This design comes from an exercise in tuning for small area, a short achievable clock period and few clock cycles on the open sky130 flow, not from production work. Where RTL was checked, it was by simulation tests only, not by an equivalence proof against the original. The RTL of runs 1 to 3 was laid out without a check of its function. No activity file was given, so power comes from the tool's default toggle rates.

**design/flow/standard.sh**
```bash
#!/bin/bash
# synth_recipe.tcl (not shown) runs the flow's synth.tcl, then flattens the netlist and writes it again
# the make line also repeats each setting of config.mk as NAME=value (left out here)
make -C /OpenROAD-flow-scripts/flow DESIGN_CONFIG=/design/flow/config.mk WORK_HOME=/design/flow/orfs CLKGATE_MAP_FILE= SYNTH_SCRIPT=/design/flow/synth_recipe.tcl "${@:-finish}"
```
**design/flow/flow/run.sh**
```bash
#!/bin/bash
# Standard layout, but let the resizer change a cell's footprint (so it can
# upsize gates and port buffers) and buffer the ports with buf_2.
set -euo pipefail
bash standard.sh MATCH_CELL_FOOTPRINT=0 'BUFFER_PORTS_ARGS=-buffer_cell sky130_fd_sc_hd__buf_2' finish > make_finish.log 2>&1
```
**design/flow/design.v**
```verilog
module upe_link (
    input  wire        clk,
    input  wire        rst,
    input  wire        strict,
    input  wire        rx_valid,
    input  wire [7:0]  rx_data,
    output wire        rx_ready,
    output reg         ro_valid,
    input  wire        ro_ready,
    output reg  [1:0]  ro_kind,
    output reg  [7:0]  ro_data,
    output wire [15:0] ro_crc_calc,
    output wire [15:0] ro_crc_recv,
    input  wire        ti_valid,
    input  wire [7:0]  ti_data,
    output wire        ti_ready,
    output reg         to_valid,
    input  wire        to_ready,
    output reg  [7:0]  to_data
);
    localparam [1:0] K_BYTE  = 2'd0;
    localparam [1:0] K_FRAME = 2'd1;
    localparam [1:0] K_DROP  = 2'd2;
    localparam [15:0] KEY_B0 = 16'h7760;
    localparam [15:0] KEY_B1 = 16'h3019;
    localparam [15:0] KEY_B2 = 16'h065F;
    localparam [15:0] KEY_B3 = 16'h4052;
    localparam [15:0] KEY_B4 = 16'h1625;
    localparam [15:0] KEY_B5 = 16'h431A;
    localparam [15:0] KEY_B6 = 16'h4C8A;
    localparam [15:0] KEY_B7 = 16'hC428;
    function [7:0] key;
        input [3:0] i;
        begin
            key = {KEY_B7[i], KEY_B6[i], KEY_B5[i], KEY_B4[i],
                   KEY_B3[i], KEY_B2[i], KEY_B1[i], KEY_B0[i]};
        end
    endfunction
    function [15:0] dec16;
        input [15:0] c;
        integer k;
        begin
            dec16[0] = ~c[0];
            for (k = 1; k < 16; k = k + 1)
                dec16[k] = c[k] ^ ~|(c & ((16'd1 << k) - 16'd1));
        end
    endfunction
    function [15:0] crc_update;
        input [7:0]  b;
        input [15:0] crc;
        integer k;
        reg [15:0] c;
        begin
            c = crc ^ {b, 8'h00};
            for (k = 0; k < 8; k = k + 1)
                c = c[15] ? ((c << 1) ^ 16'h1021) : (c << 1);
            crc_update = c;
        end
    endfunction
    localparam [3:0] S_IDLE    = 4'd0;
    localparam [3:0] S_SYNC2   = 4'd1;
    localparam [3:0] S_LENLO   = 4'd2;
    localparam [3:0] S_LENHI   = 4'd3;
    localparam [3:0] S_PAYLOAD = 4'd4;
    localparam [3:0] S_CKLO    = 4'd5;
    localparam [3:0] S_CKHI    = 4'd6;
    localparam [3:0] S_FOOT1   = 4'd7;
    localparam [3:0] S_FOOT2   = 4'd8;
    reg [3:0]  stage;
    reg [15:0] rcnt;
    reg [3:0]  rkidx;
    reg        rshort;
    reg [15:0] crc_calc;
    reg        ro_new;       
    assign rx_ready    = !ro_valid || ro_ready;
    assign ro_crc_calc = crc_calc;
    assign ro_crc_recv = rcnt;
    wire       rx_take  = rx_valid && rx_ready;
    wire [7:0]  rkey     = key(rkidx);
    wire [7:0]  rx_plain = rx_data ^ rkey;
    wire [15:0] crc_next = crc_update(ro_data, crc_calc);
    wire [15:0] rcnt_dec = dec16(rcnt);
    wire        crc_ok   = (crc_calc == rcnt);
    reg        rp;
    reg [1:0]  rp_kind;
    reg [7:0]  rp_data;
    always @(*) begin
        rp      = 1'b0;
        rp_kind = K_BYTE;
        rp_data = rx_plain;
        case (stage)
            S_PAYLOAD: rp = 1'b1;
            S_FOOT1: begin
                rp      = (rx_data != 8'hDC);
                rp_kind = K_DROP;
                rp_data = 8'd0;
            end
            S_FOOT2: begin
                rp = 1'b1;
                if (rx_data != 8'hBA) begin
                    rp_kind = K_DROP;
                    rp_data = 8'd0;
                end else if (rshort) begin
                    rp_kind = K_DROP;
                    rp_data = 8'd1;
                end else if (strict && !crc_ok) begin
                    rp_kind = K_DROP;
                    rp_data = 8'd2;
                end else begin
                    rp_kind = K_FRAME;
                    rp_data = {7'd0, crc_ok};
                end
            end
            default: ;
        endcase
    end
    always @(posedge clk) begin
        if (rx_ready) begin
            ro_kind <= rp_kind;
            ro_data <= rp_data;
        end
        if (ro_new)
            crc_calc <= crc_next;
        if (rx_take) begin
            case (stage)
                S_LENLO: rcnt[7:0] <= rx_data;
                S_LENHI: begin
                    rcnt[15:8] <= rx_data;
                    rkidx      <= 4'd0;
                    crc_calc   <= 16'd0;
                    rshort     <= (rx_data == 8'd0) && (rcnt[7:1] == 7'd0);
                end
                S_PAYLOAD: begin
                    rcnt  <= rcnt_dec;
                    rkidx <= rkidx + 4'd1;
                end
                S_CKLO: begin
                    rcnt[7:0] <= rx_plain;
                    rkidx     <= rkidx + 4'd1;
                end
                S_CKHI: rcnt[15:8] <= rx_plain;
                default: ;
            endcase
        end
        if (rst) begin
            stage    <= S_IDLE;
            ro_valid <= 1'b0;
            ro_new   <= 1'b0;
        end else begin
            if (rx_ready)
                ro_valid <= rx_valid && rp;
            ro_new <= rx_take && stage == S_PAYLOAD;
            if (rx_take) begin
                case (stage)
                    S_IDLE:    if (rx_data == 8'hAB) stage <= S_SYNC2;
                    S_SYNC2:   stage <= (rx_data == 8'hCD) ? S_LENLO : S_IDLE;
                    S_LENLO:   stage <= S_LENHI;
                    S_LENHI:   stage <= (rx_data == 8'd0 && rcnt[7:0] == 8'd0) ?
                                        S_CKLO : S_PAYLOAD;
                    S_PAYLOAD: if (rcnt == 16'd1) stage <= S_CKLO;
                    S_CKLO:    stage <= S_CKHI;
                    S_CKHI:    stage <= S_FOOT1;
                    S_FOOT1:   stage <= (rx_data == 8'hDC) ? S_FOOT2 : S_IDLE;
                    default:   stage <= S_IDLE;
                endcase
            end
        end
    end
    localparam [3:0] T_AB   = 4'b0000;
    localparam [3:0] T_CD   = 4'b0001;
    localparam [3:0] T_L0   = 4'b0010;
    localparam [3:0] T_L1   = 4'b0011;
    localparam [3:0] T_PAY  = 4'b1000;
    localparam [3:0] T_K0   = 4'b0100;
    localparam [3:0] T_K1   = 4'b0101;
    localparam [3:0] T_DC   = 4'b0110;
    localparam [3:0] T_BA   = 4'b0111;
    localparam [1:0] I_L0   = 2'b00;    
    localparam [1:0] I_L1   = 2'b01;    
    localparam [1:0] I_PAY  = 2'b10;    
    localparam [1:0] I_HOLD = 2'b11;    
    reg [3:0]  tstate;
    reg [1:0]  tin;
    reg [15:0] tcnt;
    reg [3:0]  tkidx;
    reg [15:0] tcrc;
    reg        tfirst;       
    reg        ti_base;      
    wire out_free = !to_valid || to_ready;
    assign ti_ready = ti_base || (tstate[3] && to_ready);
    wire tx_take  = ti_valid && ti_ready;
    wire pay_take = ti_valid && tstate[3] && out_free;
    wire [7:0]  tkey      = key(tkidx);
    wire [15:0] tcrc_cur  = tfirst ? 16'd0 : tcrc;
    wire [15:0] tcrc_next = crc_update(ti_data, tcrc_cur);
    wire [15:0] tcnt_dec  = dec16(tcnt);
    reg       tg;
    reg [7:0] tg_data;
    always @(*) begin
        tg      = 1'b1;
        tg_data = 8'hAB;
        case (tstate)
            T_AB: begin
                tg      = (tin != I_L0) || ti_valid;
                tg_data = 8'hAB;
            end
            T_CD:  tg_data = 8'hCD;
            T_L0: begin
                tg      = tin[1];
                tg_data = tcnt[7:0];
            end
            T_L1: begin
                tg      = tin[1];
                tg_data = tcnt[15:8];
            end
            T_PAY: begin
                tg      = ti_valid;
                tg_data = ti_data ^ tkey;
            end
            T_K0:  tg_data = tcrc_cur[7:0] ^ tkey;
            T_K1:  tg_data = tcrc_cur[15:8] ^ tkey;
            T_DC:  tg_data = 8'hDC;
            default: tg_data = 8'hBA;
        endcase
    end
    reg [3:0] tstate_n;
    reg [1:0] tin_n;
    always @(*) begin
        tin_n    = tin;
        tstate_n = tstate;
        if (tx_take && tin == I_L0)
            tin_n = I_L1;
        if (tx_take && tin == I_L1)
            tin_n = (ti_data == 8'd0 && tcnt[7:0] == 8'd0) ? I_HOLD : I_PAY;
        if (out_free && tg) begin
            case (tstate)
                T_AB: tstate_n = T_CD;
                T_CD: tstate_n = T_L0;
                T_L0: tstate_n = T_L1;
                T_L1: begin
                    if (tin == I_HOLD) begin
                        tin_n    = I_L0;
                        tstate_n = T_K0;
                    end else begin
                        tstate_n = T_PAY;
                    end
                end
                T_PAY: begin
                    if (tcnt == 16'd1) begin
                        tin_n    = I_L0;
                        tstate_n = T_K0;
                    end
                end
                T_K0: tstate_n = T_K1;
                T_K1: tstate_n = T_DC;
                T_DC: tstate_n = T_BA;
                default: tstate_n = T_AB;
            endcase
        end
    end
    wire to_valid_n = out_free ? tg : 1'b1;
    always @(posedge clk) begin
        if (out_free)
            to_data <= tg_data;
        if (tx_take && tin == I_L0)
            tcnt[7:0] <= ti_data;
        if (tx_take && tin == I_L1)
            tcnt[15:8] <= ti_data;
        if (out_free && tg && tstate == T_L1) begin
            tkidx  <= 4'd0;
            tfirst <= 1'b1;
        end
        if (pay_take) begin
            tcrc   <= tcrc_next;
            tfirst <= 1'b0;
            tcnt   <= tcnt_dec;
            tkidx  <= tkidx + 4'd1;
        end
        if (out_free && tstate == T_K0)
            tkidx <= tkidx + 4'd1;
        if (rst) begin
            tstate   <= T_AB;
            tin      <= I_L0;
            to_valid <= 1'b0;
            ti_base  <= 1'b1;
        end else begin
            tstate   <= tstate_n;
            tin      <= tin_n;
            to_valid <= to_valid_n;
            ti_base  <= !tin_n[1] || (tstate_n[3] && !to_valid_n);
        end
    end
endmodule
```
**design/flow/config.mk**
```make
export PLATFORM = sky130hd
export DESIGN_NAME = upe_link
export DESIGN_NICKNAME = upe_link
export VERILOG_FILES = /design/flow/design.v
export SDC_FILE = /design/flow/constraint.sdc
export NUM_CORES = 4
export LEC_CHECK = 0
export ABC_AREA = 1
export ABC_CLOCK_PERIOD_IN_PS = 2000
export CAP_MARGIN = 20
export CORE_MARGIN = 2
export CORE_UTILIZATION = 55
export CTS_BUF_LIST = sky130_fd_sc_hd__clkbuf_8
export SETUP_SLACK_MARGIN = 2.0
export SLEW_MARGIN = 20
```
**design/flow/constraint.sdc**
```tcl
create_clock -name core_clock -period 4.0 [get_ports {clk}]
set_input_delay 0.8000 -clock core_clock [delete_from_list [all_inputs] [get_ports {clk}]]
set_output_delay 0.8000 -clock core_clock [all_outputs]
set_load 0.01 [all_outputs]
```
==> results of run 1 <==
[synth_stat cells, types with 3 or more instances]
cell / number / share of area
xor2_2: 4 / 0.0091
o21ai_2: 4 / 0.0049
xnor2_2: 4 / 0.0091
nor2_2: 4 / 0.0035
or2_2: 9 / 0.0079
edfxtp_1: 75 / 0.31
xor2_1: 28 / 0.034
clkinv_1: 3 / 0.0016
inv_1: 125 / 0.065
nand2_1: 264 / 0.14
inv_2: 9 / 0.0047
nor3_1: 12 / 0.0084
nand2_4: 3 / 0.0047
o211ai_1: 15 / 0.016
a21oi_1: 36 / 0.025
nor3b_2: 3 / 0.0052
o21ai_1: 10 / 0.0070
dfxtp_1: 31 / 0.087
nor2_1: 87 / 0.046
nand2_2: 7 / 0.0061
ha_1: 19 / 0.033
nand3_1: 57 / 0.040
o221ai_1: 3 / 0.0037
nand3_2: 3 / 0.0042
buf_2: 6 / 0.0042
nor2_4: 5 / 0.0079
o21ai_0: 47 / 0.033
o22ai_1: 7 / 0.0061
xnor2_1: 18 / 0.022
nand4_1: 13 / 0.011
[stage by stage]
stage          cells  setup WS (ps)  cell area [µm²]
3_3_place_gp    1178           1369             7730
6_report        1208           1973             8187
4_1_cts         1197           1897             8015
2_1_floorplan    941           2019             7202
3_5_place_dp    1178           1308             7730
5_1_grt         1208           1945             8187
[what timing repair did]
item / 4_1_cts / 5_1_grt
endpoints found under the hold margin: 0 / 0
cloned: 0 / 1
buffers inserted: 3 / 10
resized for setup: 11 / 23
pin swaps: 2 / 3
setup endpoints to repair: 45 / 36
[logic make-up after synthesis]
family | synth area share
AOI/OAI and AO/OA | 0.1050
buffers and inverters | 0.08287
xor gates and xnor gates | 0.07432
adders and majority gates | 0.03315
and+or+nand+nor | 0.3041
DFF | 0.4006
[sequential cells by signal, summed over array words and instances (netlist names)]
name / count
to_data: 8
rcnt: 16
to_valid: 1
tfirst: 1
ro_new: 1
rkidx: 4
stage: 4
ro_data: 8
tcnt: 16
tkidx: 4
tcrc: 16
ro_valid: 1
ro_kind: 2
crc_calc: 16
tstate: 4
ti_base: 1
tin: 2
rshort: 1
[layout make-up]
cell class,instances,area [µm²],area share
Clock buffer,10,137.6,0.01681
Timing Repair Buffer,90,491.7,0.06006
Clock inverter,6,81.33,0.009934
Sequential cell,106,2878,0.3515
Multi-Input combinational cell,686,3856,0.4710
Tap cell,172,215.2,0.02629
Inverter,138,526.8,0.06434
[power by group]
group | switching (W) | internal, W | leakage (nW)
combinational | 0.000650 | 0.000372 | 2.63
clock | 0.000387 | 0.000366 | 0.113
sequential | 0.000109 | 0.00135 | 0.965
total | 0.00115 | 0.00209 | 3.71
[worst max-delay path by stage]
stage                                     from                 end  slack, ps  cells after the start
after floorplan                       to_ready  tcnt[10]$_DFFE_PP_       2020                      5
after global placement                to_ready  tkidx[2]$_DFFE_PP_       1370                      7
after detailed placement              to_ready  tkidx[2]$_DFFE_PP_       1310                      7
after CTS                 tstate[3]$_SDFF_PP0_            ti_ready       1900                      3
after global routing                  to_ready            ti_ready       1940                      4
final                                 to_ready            ti_ready       1970                      4
[layer usage]
metal | track usage | part of all wire | vias up
met2 | 0.5054 | 0.51 | 272
met5 | 0 | 0 | -
met1 | 0.3342 | 0.39 | 3062
met4 | 0.1310 | 0.034 | 0
met3 | 0.04440 | 0.058 | 54
li1 | - | - | 3237
[worst reg2reg max path, stage by stage (launching register included)]
cell	delay, ps
edfxtp_1	480
inv_2	90
ha_1	230
inv_1	100
o21ai_2	70
o21ai_0	230
xor2_1	360
and2_1	260
==> impl_metrics.json, run 1 <==
{
  "run_status": "finished clean",
  "maxCapViolations": 0,
  "path_class": "primary input to primary output",
  "io_pins": 77,
  "synth_ff_type": "edfxtp_1",
  "drt-initial-drc-count": 538,
  "synth.distinct_cells": 50,
  "worstPathCellList": "buf_2 > inv_2 > o21bai_4 > buf_2",
  "crit_path_end_kind": "primary output",
  "cts_sinks": 106,
  "synth_seq_area_share": 0.4006,
  "hold_start": "stage[3]$_SDFFE_PP0P_",
  "cts_hold_buf": 0,
  "hold_ws_ps": 493.2,
  "fin_util": 0.6461,
  "die-area_um2": 13970,
  "async_flop_share": 0,
  "synth_area_um2": 7172,
  "vias_per_cell": 5.484,
  "synth_nets": 983,
  "grt_max_degree": 24,
  "synth_edf_count": 75,
  "syn_inst": 941,
  "skew_ps": 14.16,
  "grt_pass1_wl_mm": 31.35,
  "ys_ff_latch": 106,
  "hold_viol": 0,
  "power_w": 0.003237,
  "worstReg2RegEnd": "ro_data[5]$_DFFE_PN_",
  "drc": 0,
  "initial_utilization": 0.5660,
  "drive_gt1_frac": 0.1882,
  "critPathSlowestCell": "o21bai_4",
  "reg2regPathDepth": 7,
  "area_growth_pct": 14.15,
  "cp_data_arrival_time_ps": 1230,
  "cts_buffer_depth": 2,
  "setup_viol": 0,
  "ant_nets": 0,
  "cts_made_buffers": 9,
  "setup.reg_to_reg.worst_slack_ps": 2040,
  "die_w_um": 118.2,
  "grt-ovfl-total": 0,
  "port-buffer-count": 76,
  "fmax_ghz": 0.4933,
  "core_um2": 12670,
  "fp.dieH_um": 118.2,
  "drv_slew": 0,
  "fin_crit_ps": 2027,
  "num-nets-final": 1073,
  "htree_levels": 3,
  "antenna_found_initial": 0,
  "cts_root_buf": "clkbuf_8",
  "slew_headroom": 0.5015,
  "tns_ps": 0,
  "worstMarginPinSlew_ps": 746.7,
  "hold_path_class": "flop to flop",
  "critPathMaxStageDelay_ps": 150,
  "final_common_cell": "nand2_1",
  "cp.buffers_inverters": 3,
  "period_share": 0.5068,
  "grtUsageTotal": 0.2837,
  "r2r_start": "rkidx[0]$_SDFFCE_PP0P_",
  "diodes": 0,
  "leakage_nw": 3.712,
  "crit_family": "buffers and inverters",
  "yosysWarningCount": 1,
  "crit_fanout": 3,
  "wl_per_cell_um": 16.44,
  "required_ps": 3200,
  "holdPathEnd": "stage[3]$_SDFFE_PP0P_",
  "fill_cells": 1186,
  "holdPathStages": 2,
  "clkLatencyLatePin_ps": 400,
  "final_cell_mix": "nand2_1 (261), inv_1 (121), nor2_1 (84), buf_2 (75), edfxtp_1 (75)",
  "grt_pass1_vias": 6262,
  "rows": 41,
  "gp_congestion": 0.9730,
  "drt-pass1-iter-count": 5,
  "ir_drop_mv": 0.2765,
  "cts_tree": "yes",
  "via_count": 6625,
  "p_per_area_nw_per_um2": 395.4,
  "cts.reportedPaths.clkPinSlew_ps": 90,
  "dp_hpwl_mm": 15.11,
  "cp_common_cell": "buf_2",
  "rsz0062_at_grt": "yes",
  "totalWireLength_mm": 19.86,
  "worstSetupStartpointType": "primary input",
  "syn_area_per_cell_um2": 7.622
}
==> inputs of run 2 (changes only) <==
--- a/design/flow/config.mk
+++ b/design/flow/config.mk
@@ -5,7 +5,6 @@
 export SDC_FILE = /design/flow/constraint.sdc
 export NUM_CORES = 4
 export LEC_CHECK = 0
-export ABC_AREA = 1
 export ABC_CLOCK_PERIOD_IN_PS = 2000
 export CAP_MARGIN = 20
 export CORE_MARGIN = 2
==> impl_metrics.json, run 2 <==
{
  "run_status": "finished clean",
  "crit_fanout": 6,
  "drv_slew": 0,
  "slew_headroom": 0.4166,
  "dp_hpwl_mm": 13.42,
  "rsz0062_at_grt": "yes",
  "required_ps": 4310,
  "grt-ovfl-total": 0,
  "rows": 40,
  "hold_path_class": "flop to flop",
  "dp.cells": 898,
  "synth_edf_count": 75,
  "vias_per_cell": 6.089,
  "synth_seq_area_share": 0.4244,
  "grtUsageTotal": 0.2799,
  "grt_max_degree": 32,
  "gp_congestion": 0.9127,
  "worstSetupStartpointType": "primary input",
  "die_w_um": 114.9,
  "synth_most_common_cell": "nor2_1",
  "synth_ff_type": "edfxtp_1",
  "async_flop_share": 0,
  "cp_data_arrival_time_ps": 2490,
  "cts_made_buffers": 9,
  "htree_levels": 3,
  "antenna_found_initial": 0,
  "tns_ps": 0,
  "leakage_nw": 3.099,
  "synth_area_um2": 6769,
  "maxCapViolations": 0,
  "diodes": 0,
  "ant_nets": 0,
  "ir_drop_mv": 0.4439,
  "syn_area_per_cell_um2": 9.507,
  "fmax_ghz": 0.4601,
  "totalWireLength_mm": 18.93,
  "cts.reportedPaths.clkPinSlew_ps": 100,
  "post-place-ws_ps": 1348,
  "io_pins": 77,
  "cts_hold_buf": 0,
  "drc": 0,
  "crit_path_end_kind": "flop",
  "drive_gt1_frac": 0.2928,
  "ys_ff_latch": 106,
  "yosys.area.top_type": "edfxtp_1",
  "cts_root_buf": "clkbuf_8",
  "synth.distinct_cells": 64,
  "via_count": 5803,
  "seq_area_um2": 2897,
  "p_per_area_nw_per_um2": 458.3,
  "final_cells": 953,
  "fill_cells": 954,
  "period_share": 0.5434,
  "cts_buffer_depth": 2,
  "skew_ps": 7.588,
  "holdPathStages": 2,
  "setup_viol": 0,
  "setup_slack_ps": 1827,
  "cts_tree": "yes",
  "syn_inst": 712,
  "final_cell_mix": "edfxtp_1 (75), nor2_1 (71), buf_2 (69), xnor2_1 (58)",
  "reg2regPathDepth": 7,
  "drt-pass1-iter-count": 5,
  "area_growth_pct": 21.59,
  "port-buffer-count": 76,
  "worstMarginPinSlew_ps": 869.9,
  "path_class": "primary input to flop",
  "fin_crit_ps": 2173,
  "synth_commonest_cells": "nor2_1 (78), edfxtp_1 (75), xnor2_1 (60)",
  "cts_sinks": 106,
  "initial_utilization": 0.5635,
  "synth_nets": 754,
  "fp.dieH_um": 114.9,
  "multi_input_area_um2": 4098,
  "core_um2": 12010,
  "drt-initial-drc-count": 480,
  "yosysWarningCount": 1,
  "final_common_cell": "edfxtp_1",
  "wl_per_cell_um": 19.86,
  "num-nets-final": 843,
  "synthTopCellsByArea": "edfxtp_1 (33%), dfxtp_1 (9.2%), xnor2_1 (7.8%), xor2_1 (6.0%), nor2_1 (4.3%)",
  "grt_pass1_wl_mm": 28.30,
  "clkLatencyLatePin_ps": 390,
  "synth_top_area_share": 0.3327,
  "hold_viol": 0,
  "die-area_um2": 13210,
  "grt_pass1_vias": 5330,
  "power_w": 0.003772
}
## run 2: changes by cell type after synthesis, moves of 11 or more
cell | previous run | this run
nor4_1 | 0 | 13
nor2b_1 | 0 | 18
clkbuf_1 | 2 | 34
o211ai_1 | 15 | 4
inv_1 | 125 | 27
nand2b_1 | 0 | 19
nand2_1 | 264 | 38
xor2_1 | 28 | 46
xnor2_1 | 18 | 60
nand3_1 | 57 | 12
## run 2: critical path, stage by stage
cell and delay (ps):
buf_8 110, or4_4 520, or4_4 440, or4_4 430, a211oi_2 180
## run 2: repair_timing
item,CTS,global route
resized for setup,54,64
buffers inserted,15,24
setup endpoints to repair,121,79
pin swaps,6,18
## run 2: per-stage QoR
stage,hold WS (ps),area (µm²),util
floorplan,533.5,6864,-
global placement,540.3,7269,0.6052
detailed placement,559.6,7269,0.6052
CTS,571.0,7767,0.6467
global route,595.4,8230,0.6852
finish,565.4,8230,0.6852
## run 2: path summary, 6_finish.rpt
check	from	end	slack (ps)
worst max-delay path	rx_data[3]	stage[0]$_SDFFE_PP0P_	1830
worst max register to register	rkidx[0]$_SDFFCE_PP0P_	ro_data[4]$_DFFE_PN_	1880
worst min-delay path	stage[2]$_SDFFE_PP0P_	stage[2]$_SDFFE_PP0P_	570
worst min register to register	stage[2]$_SDFFE_PP0P_	stage[2]$_SDFFE_PP0P_	570
## run 2: cell type report
cell class / instances / area share
Sequential cell: 106 / 0.3519
Clock buffer: 9 / 0.01505
Timing Repair Buffer: 117 / 0.09395
Inverter: 28 / 0.01338
Multi-Input combinational cell: 539 / 0.4979
Clock inverter: 7 / 0.005473
Tap cell: 147 / 0.02235
## run 2: report_power, final
part / internal (W) / leakage [nW] / switching, W
Sequential: 0.00145 / 0.973 / 0.000298
Clock: 0.000228 / 0.0984 / 0.000395
Combinational: 0.000650 / 2.03 / 0.000747
## run 2: metal layers
metal  share of wire  routed length (µm)  track usage
met3           0.054                1019      0.03163
met4           0.044                 842       0.1679
met1            0.40                7618       0.3449
met2            0.50                9450       0.4741
met5               0                   0            0
## run 2: cell families (layout without fill, tap and decap cells)
kind of cell / count (synthesis) / after routing / synth area share
flip-flops: 106 / 106 / 0.4244
buffers and inverters: 67 / 161 / 0.03715
adder cells (fa/ha/maj): 19 / 19 / 0.03512
XOR/XNOR: 106 / 106 / 0.1372
multiplexers: 19 / 19 / 0.04140
AO/OA/AOI/OAI: 161 / 161 / 0.1497
AND/OR/NAND/NOR: 234 / 234 / 0.1750
==> inputs of run 3 (changes only) <==
--- a/design/flow/config.mk
+++ b/design/flow/config.mk
@@ -5,10 +5,11 @@
 export SDC_FILE = /design/flow/constraint.sdc
 export NUM_CORES = 4
 export LEC_CHECK = 0
+export ABC_AREA = 1
 export ABC_CLOCK_PERIOD_IN_PS = 2000
 export CAP_MARGIN = 20
 export CORE_MARGIN = 2
 export CORE_UTILIZATION = 55
 export CTS_BUF_LIST = sky130_fd_sc_hd__clkbuf_8
-export SETUP_SLACK_MARGIN = 2.0
+export SETUP_SLACK_MARGIN = 2.3
 export SLEW_MARGIN = 20
==> impl_metrics.json, run 3 <==
{
  "htree_levels": 3,
  "initial_utilization": 0.5660,
  "synth_commonest_cells": "nand2_1 (264), inv_1 (125), nor2_1 (87)",
  "syn_area_per_cell_um2": 7.622,
  "diodes": 0,
  "critPathSlowestCell": "o21bai_4",
  "leakage_nw": 4.390,
  "cts_made_buffers": 9,
  "synth_nets": 983,
  "ant_nets": 0,
  "drt-initial-drc-count": 525,
  "vias_per_cell": 5.431,
  "dp_hpwl_mm": 14.40,
  "fmax_ghz": 0.5125,
  "maxCapViolations": 0,
  "async_flop_share": 0,
  "rows": 41,
  "area_growth_pct": 39.13,
  "synth_ff_type": "edfxtp_1",
  "final_cells": 1322,
  "synth_most_common_cell": "nand2_1",
  "hold_path_class": "flop to flop",
  "clkLatencyLatePin_ps": 400,
  "cts_buffer_depth": 2,
  "drt-pass1-iter-count": 5,
  "via_count": 7180,
  "crit_path_end_kind": "primary output",
  "drc": 0,
  "ir_drop_mv": 0.2423,
  "yosys.area.top_type": "edfxtp_1",
  "worstPathCellList": "buf_8 > inv_6 > o21bai_4 > buf_6",
  "wl_per_cell_um": 16.59,
  "totalWireLength_mm": 21.94,
  "fin_crit_ps": 1951,
  "setup_viol": 0,
  "grtUsageTotal": 0.2909,
  "worstSetupStartpointType": "primary input",
  "worstMarginPinSlew_ps": 449.3,
  "cp.buffers_inverters": 3,
  "hold_viol": 0,
  "core_um2": 12670,
  "cts_tree": "yes",
  "run_status": "finished clean",
  "die_w_um": 118.2,
  "drv_slew": 0,
  "synth_seq_area_share": 0.4006,
  "port-buffer-count": 76,
  "cts_sinks": 106,
  "drive_gt1_frac": 0.3957,
  "ys_ff_latch": 106,
  "rsz0062_at_grt": "yes",
  "skew_ps": 23.06,
  "synth.distinct_cells": 50,
  "io_pins": 77,
  "gp_congestion": 0.8817,
  "fill_cells": 897,
  "p_per_area_nw_per_um2": 339.6,
  "final_cell_mix": "nand2_1 (228), buf_4 (114), inv_1 (107), edfxtp_1 (75), nor2_1 (69)",
  "cp_data_arrival_time_ps": 1150,
  "grt_pass1_wl_mm": 32.31,
  "cts_hold_buf": 0,
  "num-nets-final": 1187,
  "cts_root_buf": "clkbuf_8",
  "final_common_cell": "nand2_1",
  "synth_area_um2": 7172,
  "synthTopCellsByArea": "edfxtp_1 (31%), nand2_1 (14%), dfxtp_1 (8.7%), inv_1 (6.5%), nor2_1 (4.6%)",
  "required_ps": 3200,
  "cts.reportedPaths.clkPinSlew_ps": 100,
  "fp.dieH_um": 118.2,
  "yosysWarningCount": 1,
  "crit_fanout": 2,
  "synth_edf_count": 75,
  "die-area_um2": 13970,
  "syn_inst": 941,
  "grt_max_degree": 29,
  "synth_top_area_share": 0.3140,
  "slew_headroom": 0.7002,
  "grt_pass1_vias": 6578,
  "dp.cells": 1177,
  "antenna_found_initial": 0,
  "path_class": "primary input to primary output",
  "tns_ps": 0,
  "period_share": 0.4878,
  "crit_family": "buffers and inverters",
  "critPathMaxStageDelay_ps": 120,
  "grt-ovfl-total": 0
}
-- run 3: changes by cell type in the layout (fill, tap and decap cells not counted), moves of 14 or more --
cell,change
nand2b_1,-17
xor2_1,-22
dfxtp_1,-14
nand2_1,+194
inv_2,+16
nor2b_1,-17
nand3_2,+17
buf_6,+16
nand3_1,+30
nand2_2,+31
inv_1,+83
buf_4,+81
xnor2_1,-41
a21oi_1,-18
-- run 3: tightest hold or removal path: stages (launching register included) --
cell	delay (ps)
dfxtp_1	340
nand2_2	60
a21oi_1	50
-- run 3: through the flow --
stage / cell area [µm²] / util / hold slack [ps] / power [W] / setup slack (ps)
finish: 9978 / 0.7875 / 485.4 / 0.003389 / 2049
global route: 9978 / 0.7875 / 517.8 / 0.003566 / 2012
CTS: 8910 / 0.7032 / 487.3 / 0.003173 / 2023
detailed placement: 7881 / 0.6220 / 471.5 / 0.002473 / 1651
global placement: 7881 / 0.6220 / 470.9 / 0.002466 / 1663
floorplan: 7383 / - / 457.5 / 0.002215 / 2148
-- run 3: kinds of logic after synthesis --
group / synth area share
adders and majority gates: 0.03315
DFF: 0.4006
and+or+nand+nor: 0.3041
xor gates and xnor gates: 0.07432
buffers and inverters: 0.08287
AOI/OAI and AO/OA: 0.1050
-- run 3: area by class of cell --
class / instances / area, µm² / share of cell area
multi-input combinational: 685 / 4531 / 0.4540
sequential: 106 / 2932 / 0.2938
timing repair buffer: 205 / 1553 / 0.1556
inverter: 138 / 578.1 / 0.05793
tap: 172 / 215.2 / 0.02157
clock buffer: 9 / 123.9 / 0.01241
clock inverter: 7 / 46.29 / 0.004639
-- run 3: power breakdown --
part	internal [W]	leakage (nW)	switching [W]
registers	0.00135	0.975	0.000102
logic	0.000540	3.33	0.000759
clock network	0.000226	0.0884	0.000408
-- run 3: worst paths after layout --
kind	start	to	slack [ps]	depth (start not counted)
max	to_ready	ti_ready	2050	4
min	stage[3]$_SDFFE_PP0P_	stage[3]$_SDFFE_PP0P_	490	2
max reg2reg	rkidx[0]$_SDFFCE_PP0P_	rcnt[6]$_DFFE_PP_	2110	10
min reg2reg	stage[3]$_SDFFE_PP0P_	stage[3]$_SDFFE_PP0P_	490	2
-- run 3: what timing repair did --
action	4_1_cts	5_1_grt
buffers inserted	70	59
endpoints found under the hold margin	0	0
gates resized for setup	110	146
cloned	0	0
endpoints found under the setup margin	163	141
pin swaps	23	63
-- run 3: per-layer routing --
metal | global-route usage | part of all wire | vias up
li1 | - | - | 3467
met2 | 0.5210 | 0.52 | 227
met3 | 0.05116 | 0.047 | 64
met5 | 0 | 0 | -
met4 | 0.1182 | 0.040 | 0
met1 | 0.3434 | 0.39 | 3422
==> inputs of run 4 (changes only) <==
--- a/design/flow/design.v
+++ b/design/flow/design.v
@@ -70,6 +70,8 @@
     reg [15:0] rcnt;
     reg [3:0]  rkidx;
     reg        rshort;
+    reg        rl0z;         
+    reg        rl0s;         
     reg [15:0] crc_calc;
     reg        ro_new;       
     assign rx_ready    = !ro_valid || ro_ready;
@@ -123,12 +125,16 @@
             crc_calc <= crc_next;
         if (rx_take) begin
             case (stage)
-                S_LENLO: rcnt[7:0] <= rx_data;
+                S_LENLO: begin
+                    rcnt[7:0] <= rx_data;
+                    rl0z      <= (rx_data == 8'd0);
+                    rl0s      <= (rx_data[7:1] == 7'd0);
+                end
                 S_LENHI: begin
                     rcnt[15:8] <= rx_data;
                     rkidx      <= 4'd0;
                     crc_calc   <= 16'd0;
-                    rshort     <= (rx_data == 8'd0) && (rcnt[7:1] == 7'd0);
+                    rshort     <= (rx_data == 8'd0) && rl0s;
                 end
                 S_PAYLOAD: begin
                     rcnt  <= rcnt_dec;
@@ -155,7 +161,7 @@
                     S_IDLE:    if (rx_data == 8'hAB) stage <= S_SYNC2;
                     S_SYNC2:   stage <= (rx_data == 8'hCD) ? S_LENLO : S_IDLE;
                     S_LENLO:   stage <= S_LENHI;
-                    S_LENHI:   stage <= (rx_data == 8'd0 && rcnt[7:0] == 8'd0) ?
+                    S_LENHI:   stage <= (rx_data == 8'd0 && rl0z) ?
                                         S_CKLO : S_PAYLOAD;
                     S_PAYLOAD: if (rcnt == 16'd1) stage <= S_CKLO;
                     S_CKLO:    stage <= S_CKHI;
@@ -184,6 +190,7 @@
     reg [15:0] tcnt;
     reg [3:0]  tkidx;
     reg [15:0] tcrc;
+    reg        tl0z;         
     reg        tfirst;       
     reg        ti_base;      
     wire out_free = !to_valid || to_ready;
@@ -231,7 +238,7 @@
         if (tx_take && tin == I_L0)
             tin_n = I_L1;
         if (tx_take && tin == I_L1)
-            tin_n = (ti_data == 8'd0 && tcnt[7:0] == 8'd0) ? I_HOLD : I_PAY;
+            tin_n = (ti_data == 8'd0 && tl0z) ? I_HOLD : I_PAY;
         if (out_free && tg) begin
             case (tstate)
                 T_AB: tstate_n = T_CD;
@@ -262,8 +269,10 @@
     always @(posedge clk) begin
         if (out_free)
             to_data <= tg_data;
-        if (tx_take && tin == I_L0)
+        if (tx_take && tin == I_L0) begin
             tcnt[7:0] <= ti_data;
+            tl0z      <= (ti_data == 8'd0);
+        end
         if (tx_take && tin == I_L1)
             tcnt[15:8] <= ti_data;
         if (out_free && tg && tstate == T_L1) begin
==> design/flow/config.mk (replaced) <==
export PLATFORM = sky130hd
export DESIGN_NAME = upe_link
export DESIGN_NICKNAME = upe_link
export VERILOG_FILES = /design/flow/design.v
export SDC_FILE = /design/flow/constraint.sdc
export NUM_CORES = 4
export LEC_CHECK = 0
export ABC_CLOCK_PERIOD_IN_PS = 2000
export CAP_MARGIN = 20
export CORE_MARGIN = 2
export CORE_UTILIZATION = 55
export CTS_BUF_LIST = sky130_fd_sc_hd__clkbuf_8
export SETUP_SLACK_MARGIN = 2.0
export SLEW_MARGIN = 20
==> impl_metrics.json, run 4 <==
{
  "syn_inst": 721,
  "grtUsageTotal": 0.2667,
  "vias_per_cell": 5.794,
  "antenna_found_initial": 0,
  "fin_crit_ps": 2057,
  "cts_buffer_depth": 2,
  "worstMarginPinSlew_ps": 905.4,
  "drt-initial-drc-count": 387,
  "worstSetupStartpointType": "flop",
  "skew_ps": 11.26,
  "run_status": "finished clean",
  "grt-ovfl-total": 0,
  "maxCapViolations": 0,
  "path_class": "flop to flop",
  "ys_ff_latch": 109,
  "hold_start": "crc_calc[4]$_DFF_P_",
  "fp.dieH_um": 116.7,
  "synth_commonest_cells": "edfxtp_1 (78), nor2_1 (76), xnor2_1 (58)",
  "period_share": 0.5142,
  "port-buffer-count": 76,
  "cts_tree": "yes",
  "yosysWarningCount": 1,
  "synthTopCellsByArea": "edfxtp_1 (34%), dfxtp_1 (8.9%), xnor2_1 (7.3%), xor2_1 (6.8%), nor2_1 (4.1%)",
  "setup.reg_to_reg.worst_slack_ps": 1940,
  "clkLatencyLatePin_ps": 390,
  "die_w_um": 116.7,
  "synth_ff_type": "edfxtp_1",
  "via_count": 5701,
  "totalWireLength_mm": 18.51,
  "fmax_ghz": 0.4862,
  "synth_nets": 763,
  "holdPathStages": 2,
  "grt_max_degree": 25,
  "synth_edf_count": 78,
  "grt_pass1_vias": 5242,
  "final_cell_mix": "edfxtp_1 (78), nor2_1 (73), buf_2 (73), xnor2_1 (56), xor2_1 (52)",
  "fill_cells": 1029,
  "holdPathEnd": "crc_calc[4]$_DFF_P_",
  "rows": 41,
  "wl_per_cell_um": 18.82,
  "core_um2": 12520,
  "multi_input_area_um2": 4108,
  "drc": 0,
  "async_flop_share": 0,
  "rsz0062_at_grt": "yes",
  "leakage_nw": 3.144,
  "cts.reportedPaths.clkPinSlew_ps": 110,
  "fin_area_um2": 8382,
  "crit_fanout": 5,
  "final_common_cell": "edfxtp_1",
  "ir_drop_mv": 0.2868,
  "required_ps": 4140,
  "synth.distinct_cells": 67,
  "hold_path_class": "flop to flop",
  "initial_utilization": 0.5583,
  "synth_area_um2": 6988,
  "ant_nets": 0,
  "drt-pass1-iter-count": 7,
  "synth_most_common_cell": "edfxtp_1",
  "num-nets-final": 849,
  "postPlaceCellArea_um2": 7546,
  "syn_area_per_cell_um2": 9.692,
  "yosys.area.top_type": "edfxtp_1",
  "crit_path_end_kind": "flop",
  "reg2regPathDepth": 6,
  "drv_slew": 0,
  "cp_data_arrival_time_ps": 2200,
  "worstReg2RegEnd": "rcnt[13]$_DFFE_PP_",
  "tns_ps": 0,
  "dp_hpwl_mm": 13.09,
  "slew_headroom": 0.3955,
  "synth_top_area_share": 0.3352,
  "htree_levels": 3,
  "hold_viol": 0,
  "cts_root_buf": "clkbuf_8",
  "p_per_area_nw_per_um2": 535.3,
  "cts_made_buffers": 9,
  "grt_pass1_wl_mm": 27.62,
  "gp_congestion": 0.8873,
  "seq_area_um2": 2985,
  "r2r_start": "rkidx[1]$_SDFFCE_PP0P_",
  "diodes": 0,
  "area_growth_pct": 19.95,
  "synth_seq_area_share": 0.4240,
  "drive_gt1_frac": 0.2796,
  "setup_viol": 0,
  "io_pins": 77,
  "cts_sinks": 109,
  "die-area_um2": 13620
}
[run 4: changes by cell type in the layout (fill, tap and decap cells not counted), moves of 15 or more]
cell	before	now
xnor2_1	17	56
nand2_2	34	2
nand2_1	228	30
inv_2	20	4
a21oi_1	25	40
nand3_2	18	1
nand3_1	40	14
buf_4	114	39
xor2_1	21	52
dfxtp_1	8	23
buf_6	25	4
mux2i_1	0	19
inv_1	107	27
[run 4: cell type report]
cell class	count	share of cell area
clock buffer	9	0.01478
clock inverter	7	0.01134
inverter	33	0.01538
multi-input combinational	535	0.4901
sequential	109	0.3562
tap	172	0.02568
timing repair buffer	118	0.08568
timing repair inverter	1	0.0008957
[run 4: cells by family (layout without fill, tap and decap cells)]
kind of cell	after synthesis	after routing	synth area share
buffers and inverters	77	168	0.04440
AOI/OAI and AO/OA	143	143	0.1325
muxes	33	33	0.05551
DFF	109	109	0.4240
xor gates and xnor gates	112	112	0.1404
adders and majority gates	19	19	0.03402
and+or+nand+nor	228	228	0.1692
[run 4: worst max-delay path, stage by stage, from the launching register on]
cell,delay (ps)
edfxtp_1,490
inv_2,110
ha_4,190
mux4_2,500
mux2_2,290
a22oi_1,140
o21ai_1,90
[run 4: repair_timing]
| item | in CTS | in global routing |
|---|---|---|
| cloned | 1 | 0 |
| buffers inserted | 22 | 20 |
| hold buffers | 0 | 0 |
| endpoints found under the setup margin | 125 | 46 |
| resized for setup | 34 | 37 |
| pin swaps | 2 | 12 |
[run 4: worst max-delay path by stage]
stage / cells past startpoint / to / slack (ps) / startpoint
finish: 6 / rcnt[13]$_DFFE_PP_ / 1940 / rkidx[1]$_SDFFCE_PP0P_
floorplan: 5 / rshort$_DFFE_PP_ / 1850 / ro_ready
CTS: 6 / rcnt[12]$_DFFE_PP_ / 1980 / rkidx[0]$_SDFFCE_PP0P_
detailed placement: 7 / tcnt[3]$_DFFE_PP_ / 1240 / to_ready
global route: 5 / ro_kind[1]$_DFFE_PN_ / 1850 / rcnt[7]$_DFFE_PP_
global placement: 7 / tcnt[3]$_DFFE_PP_ / 1320 / to_ready
[run 4: per-stage QoR]
stage          cells  setup WS, ps  hold slack [ps]  utilization  power [W]
2_1_floorplan    721          1852            487.1            -   0.003125
3_3_place_gp     925          1321            551.9       0.6029   0.003563
3_5_place_dp     925          1236            569.0       0.6029   0.003605
4_1_cts          964          1976            586.5       0.6451   0.004404
5_1_grt          984          1854            591.3       0.6696   0.004747
6_report         984          1943            583.2       0.6696   0.004487
[run 4: power breakdown]
| part | switching [W] | internal, W |
|---|---|---|
| clock | 0.000407 | 0.000357 |
| combinational | 0.00100 | 0.000859 |
| sequential | 0.000357 | 0.00150 |
[run 4: per-layer routing]
layer,vias to the layer above,track usage,share of wire
li1,2755,-,-
met3,31,0.03425,0.050
met5,-,0,0
met4,0,0.1051,0.023
met2,183,0.4821,0.52
met1,2732,0.3222,0.41
Testbench counts of run 4, summed over its fixed seeds: cycles 28,518.
==> inputs of run 5 (changes only) <==
--- a/design/flow/config.mk
+++ b/design/flow/config.mk
@@ -5,6 +5,7 @@
 export SDC_FILE = /design/flow/constraint.sdc
 export NUM_CORES = 4
 export LEC_CHECK = 0
+export ABC_AREA = 1
 export ABC_CLOCK_PERIOD_IN_PS = 2000
 export CAP_MARGIN = 20
 export CORE_MARGIN = 2
==> impl_metrics.json, run 5 <==
{
  "cts_tree": "yes",
  "grtUsageTotal": 0.2807,
  "area_growth_pct": 13.98,
  "run_status": "finished clean",
  "skew_ps": 14.70,
  "setup.reg_to_reg.worst_slack_ps": 2050,
  "cts_sinks": 109,
  "clkLatencyLatePin_ps": 390,
  "ir_drop_mv": 0.3473,
  "cts_made_buffers": 9,
  "cp.buffers_inverters": 3,
  "crit_family": "buffers and inverters",
  "cts_buffer_depth": 2,
  "grt_max_degree": 22,
  "worstSetupStartpointType": "primary input",
  "cts_root_buf": "clkbuf_8",
  "critPathMaxStageDelay_ps": 130,
  "p_per_area_nw_per_um2": 452.7,
  "gp_congestion": 0.8706,
  "die-area_um2": 14370,
  "leakage_nw": 3.964,
  "synth_ff_type": "edfxtp_1",
  "required_ps": 3200,
  "totalWireLength_mm": 19.61,
  "syn_area_per_cell_um2": 7.660,
  "cts.reportedPaths.clkPinSlew_ps": 110,
  "fill_cells": 1210,
  "diodes": 0,
  "ys_ff_latch": 109,
  "reg2regPathDepth": 10,
  "worstMarginPinSlew_ps": 676.6,
  "period_share": 0.4983,
  "final_common_cell": "nand2_1",
  "drt-pass1-iter-count": 5,
  "crit_fanout": 2,
  "initial_utilization": 0.5599,
  "synth_seq_area_share": 0.4012,
  "hold_viol": 0,
  "worstPathCellList": "buf_2 > inv_1 > nand2_4 > buf_6",
  "synth_top_area_share": 0.3172,
  "drc": 0,
  "vias_per_cell": 5.270,
  "tns_ps": 0,
  "grt_pass1_vias": 6057,
  "synth_edf_count": 78,
  "critPathSlowestCell": "buf_6",
  "synthTopCellsByArea": "edfxtp_1 (32%), nand2_1 (14%), dfxtp_1 (8.4%), inv_1 (7.0%), nand3_1 (4.9%)",
  "crit_path_end_kind": "primary output",
  "synth.distinct_cells": 53,
  "drt-initial-drc-count": 530,
  "wl_per_cell_um": 15.87,
  "async_flop_share": 0,
  "fin_crit_ps": 1993,
  "setup_viol": 0,
  "fmax_ghz": 0.5017,
  "core_um2": 13190,
  "path_depth": 4,
  "grt_pass1_wl_mm": 31.21,
  "cts_hold_buf": 0,
  "synth_nets": 1006,
  "synth_most_common_cell": "nand2_1",
  "yosysWarningCount": 1,
  "holdPathStages": 2,
  "num-nets-final": 1097,
  "synth_area_um2": 7385,
  "path_class": "primary input to primary output",
  "htree_levels": 3,
  "synth_commonest_cells": "nand2_1 (269), inv_1 (137), nor2_1 (84)",
  "hold_path_class": "flop to flop",
  "antenna_found_initial": 0,
  "fp.dieH_um": 119.9,
  "rows": 42,
  "final_cell_mix": "nand2_1 (262), inv_1 (137), nor2_1 (83), edfxtp_1 (78), buf_2 (74)",
  "grt-ovfl-total": 0,
  "port-buffer-count": 76,
  "drv_slew": 0,
  "io_pins": 77,
  "final_cells": 1236,
  "drive_gt1_frac": 0.2000,
  "rsz0062_at_grt": "yes",
  "cp_data_arrival_time_ps": 1190,
  "dp.cells": 1201,
  "syn_inst": 964,
  "ant_nets": 0,
  "maxCapViolations": 0,
  "dp_hpwl_mm": 15.03,
  "via_count": 6514,
  "die_w_um": 119.9,
  "yosys.area.top_type": "edfxtp_1",
  "slew_headroom": 0.5483
}
[run 5: metal layers]
layer  track usage  part of all wire  up-vias
met5             0                 0        -
met4        0.1154             0.032        0
met3       0.03089             0.042       41
met2        0.4861              0.50      185
met1        0.3582              0.43     2999
li1              -                 -     3289
[run 5: kinds of logic after synthesis]
kind of cell	after synthesis	share of synthesized area
xor+xnor	57	0.07574
simple gates	503	0.3085
compound gates	109	0.09336
flops	109	0.4012
fa+ha+maj	19	0.03219
buf+inv	167	0.08895
[run 5: power breakdown]
group	switching (W)	total (W)	internal [W]
combinational	0.000979	0.00154	0.000565
sequential	0.000134	0.00162	0.00149
clock	0.000370	0.000641	0.000271
total	0.00148	0.00381	0.00233
[run 5: layout make-up]
type                    count  area [µm²]  share of cell area
multi-input cells         688        3911              0.4647
flip-flops and latches    109        2967              0.3525
inverters                 150       570.5             0.06779
repair buffers             97       566.8             0.06734
well taps                 176       220.2             0.02616
clock buffers              12       165.2             0.01962
clock inverters             4       16.27            0.001933
[run 5: tightest hold or removal path, stage by stage, from the launching register on]
cell     delay [ps]
dfxtp_1         360
nand2_1          80
a21oi_1          50
[run 5: through the flow]
step | utilization | hold WS, ps | total power [W] | worst slack, ps | area [µm²]
CTS | 0.6209 | 533.3 | 0.003784 | 1962 | 8190
global placement | 0.6014 | 514.2 | 0.003128 | 1403 | 7933
finish | 0.6381 | 527.1 | 0.003810 | 2007 | 8417
global route | 0.6381 | 559.8 | 0.004061 | 1953 | 8417
floorplan | - | 484.1 | 0.002767 | 1990 | 7408
detailed placement | 0.6014 | 518.7 | 0.003129 | 1365 | 7933
[run 5: what timing repair did]
action	4_1_cts	5_1_grt
buffers inserted	5	14
endpoints found under the setup margin	43	48
resized for setup	10	28
pin swaps	4	8
[run 5: path summary, 6_finish.rpt]
check                                            from                     to
worst max-delay path                         ro_ready               rx_ready
worst min-delay path            stage[2]$_SDFFE_PP0P_  stage[2]$_SDFFE_PP0P_
worst max register to register     tkidx[0]$_DFFE_PP_   to_data[7]$_DFFE_PN_
worst min register to register  stage[2]$_SDFFE_PP0P_  stage[2]$_SDFFE_PP0P_
==> inputs of run 6 (changes only) <==
--- a/design/flow/config.mk
+++ b/design/flow/config.mk
@@ -11,5 +11,5 @@
 export CORE_MARGIN = 2
 export CORE_UTILIZATION = 55
 export CTS_BUF_LIST = sky130_fd_sc_hd__clkbuf_8
-export SETUP_SLACK_MARGIN = 2.0
+export SETUP_SLACK_MARGIN = 2.1
 export SLEW_MARGIN = 20
==> impl_metrics.json, run 6 <==
{
  "maxCapViolations": 0,
  "worstMarginPinSlew_ps": 670.7,
  "wl_per_cell_um": 16.01,
  "required_ps": 3200,
  "port-buffer-count": 76,
  "grt-ovfl-total": 0,
  "worstSetupStartpointType": "primary input",
  "htree_levels": 3,
  "synth.distinct_cells": 53,
  "fin_crit_ps": 2028,
  "drv_slew": 0,
  "synth_most_common_cell": "nand2_1",
  "core_um2": 13190,
  "critPathSlowestCell": "buf_12",
  "syn_area_per_cell_um2": 7.660,
  "drt-pass1-iter-count": 6,
  "cp.buffers_inverters": 4,
  "ys_ff_latch": 109,
  "die_w_um": 119.9,
  "num-nets-final": 1113,
  "cts_tree": "yes",
  "hold_path_class": "flop to flop",
  "synth_top_area_share": 0.3172,
  "dp_hpwl_mm": 14.81,
  "setup.reg_to_reg.worst_slack_ps": 2060,
  "via_count": 6591,
  "synth_commonest_cells": "nand2_1 (269), inv_1 (137), nor2_1 (84)",
  "cts_made_buffers": 9,
  "grt_max_degree": 26,
  "fin_util": 0.6524,
  "syn_inst": 964,
  "drive_gt1_frac": 0.2230,
  "met2WireLength_mm": 10.10,
  "ir_drop_mv": 0.3407,
  "io_pins": 77,
  "power_w": 0.003813,
  "period_share": 0.5071,
  "fmax_ghz": 0.4930,
  "synth_nets": 1006,
  "diodes": 0,
  "multi_input_area_um2": 3969,
  "area_growth_pct": 16.54,
  "skew_ps": 16.64,
  "yosysWarningCount": 1,
  "clkLatencyLatePin_ps": 400,
  "path_depth": 5,
  "fill_cells": 1264,
  "cts_hold_buf": 0,
  "totalWireLength_mm": 20.04,
  "hold_viol": 0,
  "setup_viol": 0,
  "reg2regPathDepth": 9,
  "crit_family": "buffers and inverters",
  "r2r_start": "rkidx[0]$_SDFFCE_PP0P_",
  "initial_utilization": 0.5599,
  "die-area_um2": 14370,
  "cts_sinks": 109,
  "fp.dieH_um": 119.9,
  "p_per_area_nw_per_um2": 443.1,
  "async_flop_share": 0,
  "grt_pass1_vias": 6098,
  "run_status": "finished clean",
  "top_layer_used": "met4",
  "synthTopCellsByArea": "edfxtp_1 (32%), nand2_1 (14%), dfxtp_1 (8.4%), inv_1 (7.0%), nand3_1 (4.9%)",
  "ant_nets": 0,
  "rows": 42,
  "seq_area_um2": 2967,
  "cts_root_buf": "clkbuf_8",
  "worstPathCellList": "buf_8 > inv_4 > nand2_4 > buf_12 > buf_6",
  "drc": 0,
  "slew_headroom": 0.5523,
  "synth_area_um2": 7385,
  "rsz0062_at_grt": "yes",
  "leakage_nw": 4.034,
  "final_cell_mix": "nand2_1 (262), inv_1 (132), nor2_1 (82), edfxtp_1 (78), buf_2 (71)",
  "cts.reportedPaths.clkPinSlew_ps": 90,
  "crit_fanout": 2,
  "wl_met3_um": 913,
  "grtUsageTotal": 0.2790,
  "vias_per_cell": 5.264,
  "tns_ps": 0,
  "gp_congestion": 0.9023,
  "antenna_found_initial": 0,
  "cts_buffer_depth": 2,
  "crit_path_end_kind": "primary output",
  "worstReg2RegEnd": "rcnt[7]$_DFFE_PP_",
  "drt-initial-drc-count": 539,
  "critPathMaxStageDelay_ps": 130,
  "wirelength_met1_mm": 8.378,
  "yosys.area.top_type": "edfxtp_1",
  "synth_seq_area_share": 0.4012,
  "grt_pass1_wl_mm": 30.95,
  "cp_data_arrival_time_ps": 1230,
  "synth_edf_count": 78,
  "crit_start": "ro_ready",
  "final_common_cell": "nand2_1",
  "synth_ff_type": "edfxtp_1",
  "worstSetupEndpoint": "rx_ready",
  "path_class": "primary input to primary output"
}
## run 6: cells by family after synthesis
group	Yosys count	share of synthesized area
compound gates	109	0.09336
xor+xnor	57	0.07574
fa+ha+maj	19	0.03219
simple gates	503	0.3085
buf+inv	167	0.08895
flops	109	0.4012
## run 6: power breakdown
group          internal (W)  switching [W]
Clock              0.000233       0.000376
Sequential          0.00149       0.000132
Combinational      0.000582       0.000999
## run 6: layer usage
metal / up-vias / GRT usage
met5: - / 0
met4: 0 / 0.1162
met3: 43 / 0.03755
met2: 215 / 0.4875
met1: 3010 / 0.3473
li1: 3323 / -
## run 6: worst min-delay path by stage
| stage | from | to | slack (ps) | depth (start not counted) |
|---|---|---|---|---|
| after global routing | stage[1]$_SDFFE_PP0P_ | stage[1]$_SDFFE_PP0P_ | 540 | 2 |
| after global placement | stage[1]$_SDFFE_PP0P_ | stage[1]$_SDFFE_PP0P_ | 510 | 2 |
| after floorplan | stage[1]$_SDFFE_PP0P_ | stage[1]$_SDFFE_PP0P_ | 480 | 2 |
| after CTS | stage[1]$_SDFFE_PP0P_ | stage[1]$_SDFFE_PP0P_ | 530 | 2 |
| final | stage[1]$_SDFFE_PP0P_ | stage[1]$_SDFFE_PP0P_ | 520 | 2 |
| after detailed placement | stage[1]$_SDFFE_PP0P_ | stage[1]$_SDFFE_PP0P_ | 510 | 2 |
## run 6: final cells by class
class,instances,share of cell area
Clock buffer,10,0.01599
Clock inverter,6,0.002762
Inverter,150,0.06688
Multi-Input combinational cell,688,0.4612
Sequential cell,109,0.3447
Tap cell,176,0.02559
Timing Repair Buffer,113,0.08287
## run 6: worst register-to-register path, delay by kind of cell (launching register included)
family	cells	cell delay, ps
fa+ha+maj	1	210
flops	1	480
simple gates	5	650
compound gates	1	90
buf+inv	2	250
## run 6: per-stage QoR
step	area [µm²]	hold slack, ps	worst slack, ps	instances
after floorplan	7413	484.1	2073	964
after global placement	7945	508.0	1581	1202
after detailed placement	7945	512.4	1546	1202
after CTS	8335	526.8	1980	1240
after global routing	8606	542.8	1953	1252
final	8606	524.8	1972	1252
## run 6: repair_timing
action / CTS / global route
buffers inserted: 22 / 12
pin swaps: 6 / 11
setup endpoints to repair: 52 / 51
resized for setup: 21 / 47
==> inputs of run 7 (changes only) <==
==> design/flow/flow/run.sh (replaced) <==
#!/bin/bash
# Standard layout, but let the resizer change a cell's footprint (so it can
# upsize gates and port buffers) and buffer the ports with buf_1.
set -euo pipefail
bash standard.sh MATCH_CELL_FOOTPRINT=0 'BUFFER_PORTS_ARGS=-buffer_cell sky130_fd_sc_hd__buf_1' finish > make_finish.log 2>&1
--- a/design/flow/config.mk
+++ b/design/flow/config.mk
@@ -11,5 +11,5 @@
 export CORE_MARGIN = 2
 export CORE_UTILIZATION = 55
 export CTS_BUF_LIST = sky130_fd_sc_hd__clkbuf_8
-export SETUP_SLACK_MARGIN = 2.1
+export SETUP_SLACK_MARGIN = 2.0
 export SLEW_MARGIN = 20
==> impl_metrics.json, run 7 <==
{
  "clkLatencyLatePin_ps": 390,
  "grt-ovfl-total": 0,
  "ys_ff_latch": 109,
  "use_met1": 0.3562,
  "p_per_area_nw_per_um2": 478.0,
  "use_met3": 0.03422,
  "grt_pass1_vias": 5998,
  "grt_max_degree": 22,
  "vias_per_cell": 5.297,
  "p_sw_frac": 0.3813,
  "wl_per_cell_um": 15.94,
  "crit_fanout": 2,
  "fin_crit_ps": 2035,
  "critPathSlowestCell": "o21bai_4",
  "area_growth_pct": 13.61,
  "via_count": 6573,
  "drive_gt1_frac": 0.1380,
  "rows": 42,
  "slew_headroom": 0.5119,
  "synth_commonest_cells": "nand2_1 (269), inv_1 (137), nor2_1 (84)",
  "cp_data_arrival_time_ps": 1240,
  "worstPathCellList": "buf_1 > inv_2 > o21bai_4 > buf_6",
  "cts_made_buffers": 9,
  "cts_root_buf": "clkbuf_8",
  "worstSetupStartpointType": "primary input",
  "grtUsageMet2": 0.4814,
  "synthAdderAreaFrac": 0.03219,
  "async_flop_share": 0,
  "synth_top_family_by_area": "simple AND/OR/NAND/NOR gates",
  "synth_ff_type": "edfxtp_1",
  "diodes": 0,
  "hold_viol": 0,
  "rsz0062_at_grt": "yes",
  "clkPwrFrac": 0.207,
  "grt_pass1_wl_mm": 30.90,
  "gp_congestion": 0.9271,
  "cts.reportedPaths.clkPinSlew_ps": 90,
  "maxCapViolations": 0,
  "antenna_found_initial": 0,
  "io_pins": 77,
  "synthTopCellsByArea": "edfxtp_1 (32%), nand2_1 (14%), dfxtp_1 (8.4%), inv_1 (7.0%), nand3_1 (4.9%)",
  "period_share": 0.5088,
  "skew_ps": 12.33,
  "synthMuxAreaShare": 0,
  "ir_drop_mv": 0.3558,
  "post-place-ws_ps": 1349,
  "synthXorXnorAreaFrac": 0.07574,
  "fmax_ghz": 0.4913,
  "num-nets-final": 1102,
  "required_ps": 3200,
  "yosys.area.top_type": "edfxtp_1",
  "hold_path_class": "flop to flop",
  "power_w": 0.004010,
  "fp.dieH_um": 119.9,
  "leakage_nw": 3.754,
  "dp_hpwl_mm": 15.10,
  "synth_top_area_share": 0.3172,
  "final_common_cell": "nand2_1",
  "ant_nets": 0,
  "busiest_layer": "met2",
  "synth_nets": 1006,
  "die_w_um": 119.9,
  "worstMarginPinSlew_ps": 731.2,
  "p_int_w": 0.002481,
  "run_status": "finished clean",
  "totalWireLength_mm": 19.79,
  "path_class": "primary input to primary output",
  "p_sw_w": 0.001529,
  "final_cell_mix": "nand2_1 (265), inv_1 (130), nor2_1 (82), edfxtp_1 (78), buf_1 (73)",
  "tns_ps": 0,
  "crit_family": "buffers and inverters",
  "drc": 0,
  "critPathMaxStageDelay_ps": 160,
  "synth.distinct_cells": 53,
  "initial_utilization": 0.5599,
  "cts_sinks": 109,
  "drv_slew": 0,
  "syn_inst": 964,
  "drt-pass1-iter-count": 5,
  "cts_buffer_depth": 2,
  "grtUsageTotal": 0.2785,
  "cts_tree": "yes",
  "synth_area_um2": 7385,
  "p_seq_frac": 0.407,
  "synth_seq_area_share": 0.4012,
  "yosys.area_share.simple": 0.3085,
  "htree_levels": 3,
  "crit_path_end_kind": "primary output",
  "setup_slack_ps": 1965,
  "yosysWarningCount": 1,
  "die-area_um2": 14370,
  "synth_compound_area_frac": 0.09336,
  "syn_area_per_cell_um2": 7.660,
  "port-buffer-count": 76,
  "drt-initial-drc-count": 465,
  "core_um2": 13190,
  "cts_hold_buf": 0,
  "synth_edf_count": 78,
  "combPwrFrac": 0.386,
  "cp.buffers_inverters": 3,
  "synth_most_common_cell": "nand2_1",
  "setup_viol": 0
}
==> run 7: area by class of cell <==
type | instances | area (µm²)
inverters | 150 | 568.0
well taps | 176 | 220.2
repair buffers | 102 | 513.0
flip-flops and latches | 109 | 2967
clock buffers | 10 | 137.6
fillers | 1247 | 4801
clock inverters | 6 | 110.1
multi-input cells | 688 | 3874
==> run 7: worst reg2reg max path: stages, from the launching register on <==
cell      delay, ps
edfxtp_1        410
inv_1            70
ha_2            180
inv_2            50
nor3_4          220
nand3_2         170
nor2_4          270
ha_4            180
xnor2_1         110
o21ai_1          70
==> run 7: routing by layer <==
metal,share of wire,vias up
met1,0.43,3045
met4,0.029,0
met5,0,-
li1,-,3307
met3,0.042,37
met2,0.50,184
==> run 7: path summary, 6_finish.rpt <==
kind	cells after the start	end	from	slack, ps
setup reg to reg	9	tcnt[9]$_DFFE_PP_	tcnt[0]$_DFFE_PP_	2030
setup / recovery	4	ti_ready	to_ready	1960
hold / removal	2	stage[2]$_SDFFE_PP0P_	stage[2]$_SDFFE_PP0P_	530
hold reg to reg	2	stage[2]$_SDFFE_PP0P_	stage[2]$_SDFFE_PP0P_	530
==> run 7: power groups by stage <==
stage	registers [W]	logic [W]	clock network (W)
after floorplan	0.00163	0.00113	0
after global placement	0.00168	0.00143	0
after detailed placement	0.00167	0.00144	0
after CTS	0.00165	0.00147	0.000843
after global routing	0.00165	0.00173	0.000878
final	0.00163	0.00155	0.000829
==> run 7: cell families after synthesis <==
| family | after synthesis |
|---|---|
| adders and majority gates | 19 |
| buffers and inverters | 167 |
| and+or+nand+nor | 503 |
| AOI/OAI and AO/OA | 109 |
| xor gates and xnor gates | 57 |
| DFF | 109 |
==> run 7: metrics by stage <==
stage	std cells	hold WS [ps]	cell area (µm²)	utilization
after global placement	1201	510.4	7838	0.5942
after CTS	1219	524.4	8144	0.6174
after floorplan	964	484.1	7408	-
final	1241	525.0	8389	0.6360
after detailed placement	1201	509.5	7838	0.5942
after global routing	1241	554.6	8389	0.6360
==> run 7: what timing repair did <==
action                     CTS  global route
resized for setup           13            29
cloned                       0             0
pin swaps                    2            11
setup endpoints to repair   46            33
setup buffers                2            22

==> what the ideal ports hide <==
Ports are ideal in the flow. The routed layouts listed here were re-timed in OpenROAD.
Step 1 (the two cells are an assumption about what drives the block):
set clk [get_ports {clk}]
set_driving_cell -lib_cell sky130_fd_sc_hd__clkbuf_16 $clk
set_driving_cell -lib_cell sky130_fd_sc_hd__buf_2 [delete_from_list [all_inputs] $clk]
Step 2 adds t to the input delays and takes it off the output delays; t is the mean of the earliest and latest rising clock arrival at the registers after step 1. Input paths then give back, and output paths get back, about the clock's delay inside the block.
a / b / c = ideal / step 1 / step 2; a / b = the first two.
| run | t, ns | slack for setup (ns) | hold slack, ns | worst setup path after step 2 | latest minus earliest clock arrival (ns) |
|---|---|---|---|---|---|
| run 1 | 0.428 | 1.973 / 1.950 / 1.777 | 0.493 / 0.493 / 0.493 | input to register | 0.014 / 0.014 |
| run 2 | 0.424 | 1.827 / 1.816 / 1.391 | 0.565 / 0.565 / 0.565 | input to register | 0.009 / 0.009 |
| run 3 | 0.429 | 2.049 / 1.999 / 1.904 | 0.485 / 0.485 / 0.485 | input to register | 0.024 / 0.024 |
| run 4 | 0.418 | 1.943 / 1.943 / 1.666 | 0.583 / 0.583 / 0.583 | input to register | 0.011 / 0.012 |
| run 5 | 0.422 | 2.007 / 1.987 / 1.747 | 0.527 / 0.527 / 0.527 | input to register | 0.018 / 0.019 |
| run 6 | 0.423 | 1.972 / 1.934 / 1.777 | 0.525 / 0.525 / 0.525 | input to register | 0.016 / 0.016 |
| run 7 | 0.425 | 1.965 / 1.941 / 1.736 | 0.525 / 0.525 / 0.525 | input to register | 0.014 / 0.014 |
After both steps every run listed still meets setup and hold. For run 2, which loses most, drivers alone change the setup slack by -0.011 ns; drivers and shift together by -0.436 ns.
